This is an optimization exercise on Yosys and OpenROAD, whose aim is small area, a short achievable clock period and few clock cycles, not a production implementation.
In this exercise RTL edits were held to simulation tests only and were not proved equivalent to the original.
Power figures rest on the tool's default switching activity, not on a simulated workload.

== blue ==
// crc16_walk
module crc16_walk (
    input  wire        clk,
    input  wire        rst,         
    input  wire        cmd_valid,
    input  wire [31:0] cmd,
    output wire        cmd_ready,
    output wire [31:0] rsp
);
    localparam [15:0] CRC_SEED = 16'hAAAA;
    localparam [15:0] CRC_FB   = 16'hAAAA;
    localparam [7:0]  XSEED    = 8'hAA;
    localparam [3:0] ERR_OP  = 4'd1;
    localparam [3:0] ERR_RSV = 4'd2;
    localparam [3:0] ERR_REG = 4'd3;
    localparam [3:0] ERR_VAL = 4'd4;
    localparam [3:0] ERR_ADR = 4'd5;
    localparam [3:0] ERR_POS = 4'd6;
    localparam [1:0] M_CRC = 2'd0;
    localparam [1:0] M_ENC = 2'd1;
    localparam [1:0] M_DEC = 2'd2;
    function [7:0] rotl8(input [7:0] v, input [2:0] n);
        rotl8 = (v << n) | (v >> (4'd8 - {1'b0, n}));
    endfunction
    function [7:0] rotr8(input [7:0] v, input [2:0] n);
        rotr8 = (v >> n) | (v << (4'd8 - {1'b0, n}));
    endfunction
  ...
Size: about 3000 flip-flops, ~68 I/O pins, ~0.13 mm2 of cells after synthesis.
clock: 16.0 ns
lec_check: 0
cap_margin: 20
core_margin: 2
core_utilization: 45
slew_margin: 20
standard.sh (not shown) runs the stock make flow with config.mk's settings and CLKGATE_MAP_FILE= SYNTH_SCRIPT=/design/flow/synth_recipe.tcl, a recipe that flattens the netlist after the stock synthesis.
==> flow/flow/run.sh <==
#!/bin/bash
# Standard synthesis, then the standard layout (standard.sh) with:
# - buf_4 as the port buffer;
# - a clock tree of clkbuf_8 with sinks clustered 12 at most, 60 um across.
# CORE_UTILIZATION comes from config.mk through config.mk.
set -euo pipefail
bash standard.sh synth > synth.log 2>&1
bash standard.sh SETUP_SLACK_MARGIN=11.0 MATCH_CELL_FOOTPRINT=0 \
    "BUFFER_PORTS_ARGS=-buffer_cell sky130_fd_sc_hd__buf_4" \
    CTS_BUF_LIST=sky130_fd_sc_hd__clkbuf_8 CTS_CLUSTER_SIZE=12 CTS_CLUSTER_DIAMETER=60 \
    finish > layout.log 2>&1
Testbench counts of blue, summed over its fixed seeds: cycles 28,994.
## Diff of input files: orange against blue
diff --git a/flow/flow/run.sh b/flow/flow/run.sh
--- a/flow/flow/run.sh
+++ b/flow/flow/run.sh
@@ -7,3 +7,3 @@
 bash standard.sh synth > synth.log 2>&1
-bash standard.sh SETUP_SLACK_MARGIN=11.0 MATCH_CELL_FOOTPRINT=0 \
+bash standard.sh SETUP_SLACK_MARGIN=10.5 MATCH_CELL_FOOTPRINT=0 \
     "BUFFER_PORTS_ARGS=-buffer_cell sky130_fd_sc_hd__buf_4" \
[summary]
Number of gates resized after CTS: lower on orange. Looking at area used by multi-input combinational logic across orange and blue, the one that comes out lower is orange. Between blue and orange, the number of instances on the worst hold path figures differ only marginally. Of the two values seen for capture point of the worst path, ppo[1][5] was produced by orange and ppo[1][7] by blue. A source of the critical timing path of cmd[14] is what blue shows, while cmd[13] belongs to orange.

* * *

Starting RTL as in the previous note.
==> flow/config.mk <==
export PLATFORM = sky130hd
export DESIGN_NAME = crc16_walk
export DESIGN_NICKNAME = crc16_walk
export VERILOG_FILES = /design/flow/design.v
export SDC_FILE = /design/flow/constraint.sdc
export NUM_CORES = 4
export LEC_CHECK = 0
export CAP_MARGIN = 20
export CORE_MARGIN = 2
export CORE_UTILIZATION = 48
export SLEW_MARGIN = 20
==> flow/constraint.sdc <==
create_clock -name core_clock -period 16.0 [get_ports {clk}]
set_input_delay 3.2000 -clock core_clock [delete_from_list [all_inputs] [get_ports {clk}]]
set_output_delay 3.2000 -clock core_clock [all_outputs]
set_load 0.01 [all_outputs]
==> flow/flow/run.sh <==
#!/bin/bash
# Standard synthesis, then the standard layout (standard.sh) with:
# - buf_4 as the port buffer;
# - a clock tree of clkbuf_8 with sinks clustered 12 at most, 60 um across.
# CORE_UTILIZATION comes from config.mk through config.mk.
set -euo pipefail
bash standard.sh synth > synth.log 2>&1
bash standard.sh SETUP_SLACK_MARGIN=10.65 MATCH_CELL_FOOTPRINT=0 \
    "BUFFER_PORTS_ARGS=-buffer_cell sky130_fd_sc_hd__buf_4" \
    CTS_BUF_LIST=sky130_fd_sc_hd__clkbuf_8 CTS_CLUSTER_SIZE=12 CTS_CLUSTER_DIAMETER=60 \
    finish > layout.log 2>&1
The starting point passed the timing, DRC and antenna checks.
Testbench counts at the start, summed over its fixed seeds: cycles 28,994.
Rerun with:
--- a/flow/flow/run.sh
+++ b/flow/flow/run.sh
@@ -6,5 +6,5 @@
 set -euo pipefail
 bash standard.sh synth > synth.log 2>&1
-bash standard.sh SETUP_SLACK_MARGIN=10.65 MATCH_CELL_FOOTPRINT=0 \
+bash standard.sh SETUP_SLACK_MARGIN=10.8 MATCH_CELL_FOOTPRINT=0 \
     "BUFFER_PORTS_ARGS=-buffer_cell sky130_fd_sc_hd__buf_4" \
     CTS_BUF_LIST=sky130_fd_sc_hd__clkbuf_8 CTS_CLUSTER_SIZE=12 CTS_CLUSTER_DIAMETER=60 \
--- a/flow/config.mk
+++ b/flow/config.mk
@@ -8,4 +8,4 @@
 export CAP_MARGIN = 20
 export CORE_MARGIN = 2
-export CORE_UTILIZATION = 48
+export CORE_UTILIZATION = 45
 export SLEW_MARGIN = 20
Sequential share of layout area shrinks by 1.1 points.
Sequential power stays flat.
Area after synthesis stays the same.
Power climbs by 0.56%.
Utilization shrinks by 2.7 points.
Wire length is higher by 1.3%.

static timing again, ports no longer ideal:
Ports are ideal in the flow. The routed layouts listed here were re-timed in OpenROAD.
Step 1 assumes that a clkbuf_16 drives the clock port and a buf_2 every other input.
Step 2 moves the port delays by t, midway between the first and last clock arrival at a register: inputs arrive t later, outputs are due t later. That takes back most of the time a late clock gives input paths.
Three values: no drivers, after step 1, after step 2; two values: the first two.
run	t, ns	slack for setup (ns)	worst setup path after step 2	worst data-port slew with drivers (ns)	cell pins on the clock port's net
blue	1.157	10.546 / 10.526 / 9.369	input to register	0.15	1
orange	1.143	10.344 / 10.420 / 9.277	input to register	0.17	1
the first run of note 2	1.113	10.401 / 10.278 / 9.165	input to register	0.28	1
the second run of note 2	1.155	10.568 / 10.560 / 9.405	input to register	0.16	1
After both steps every run listed still meets setup and hold. The setup slack of the first run of note 2, which loses most, moves by -0.123 ns with the drivers and by -1.236 ns with both steps.
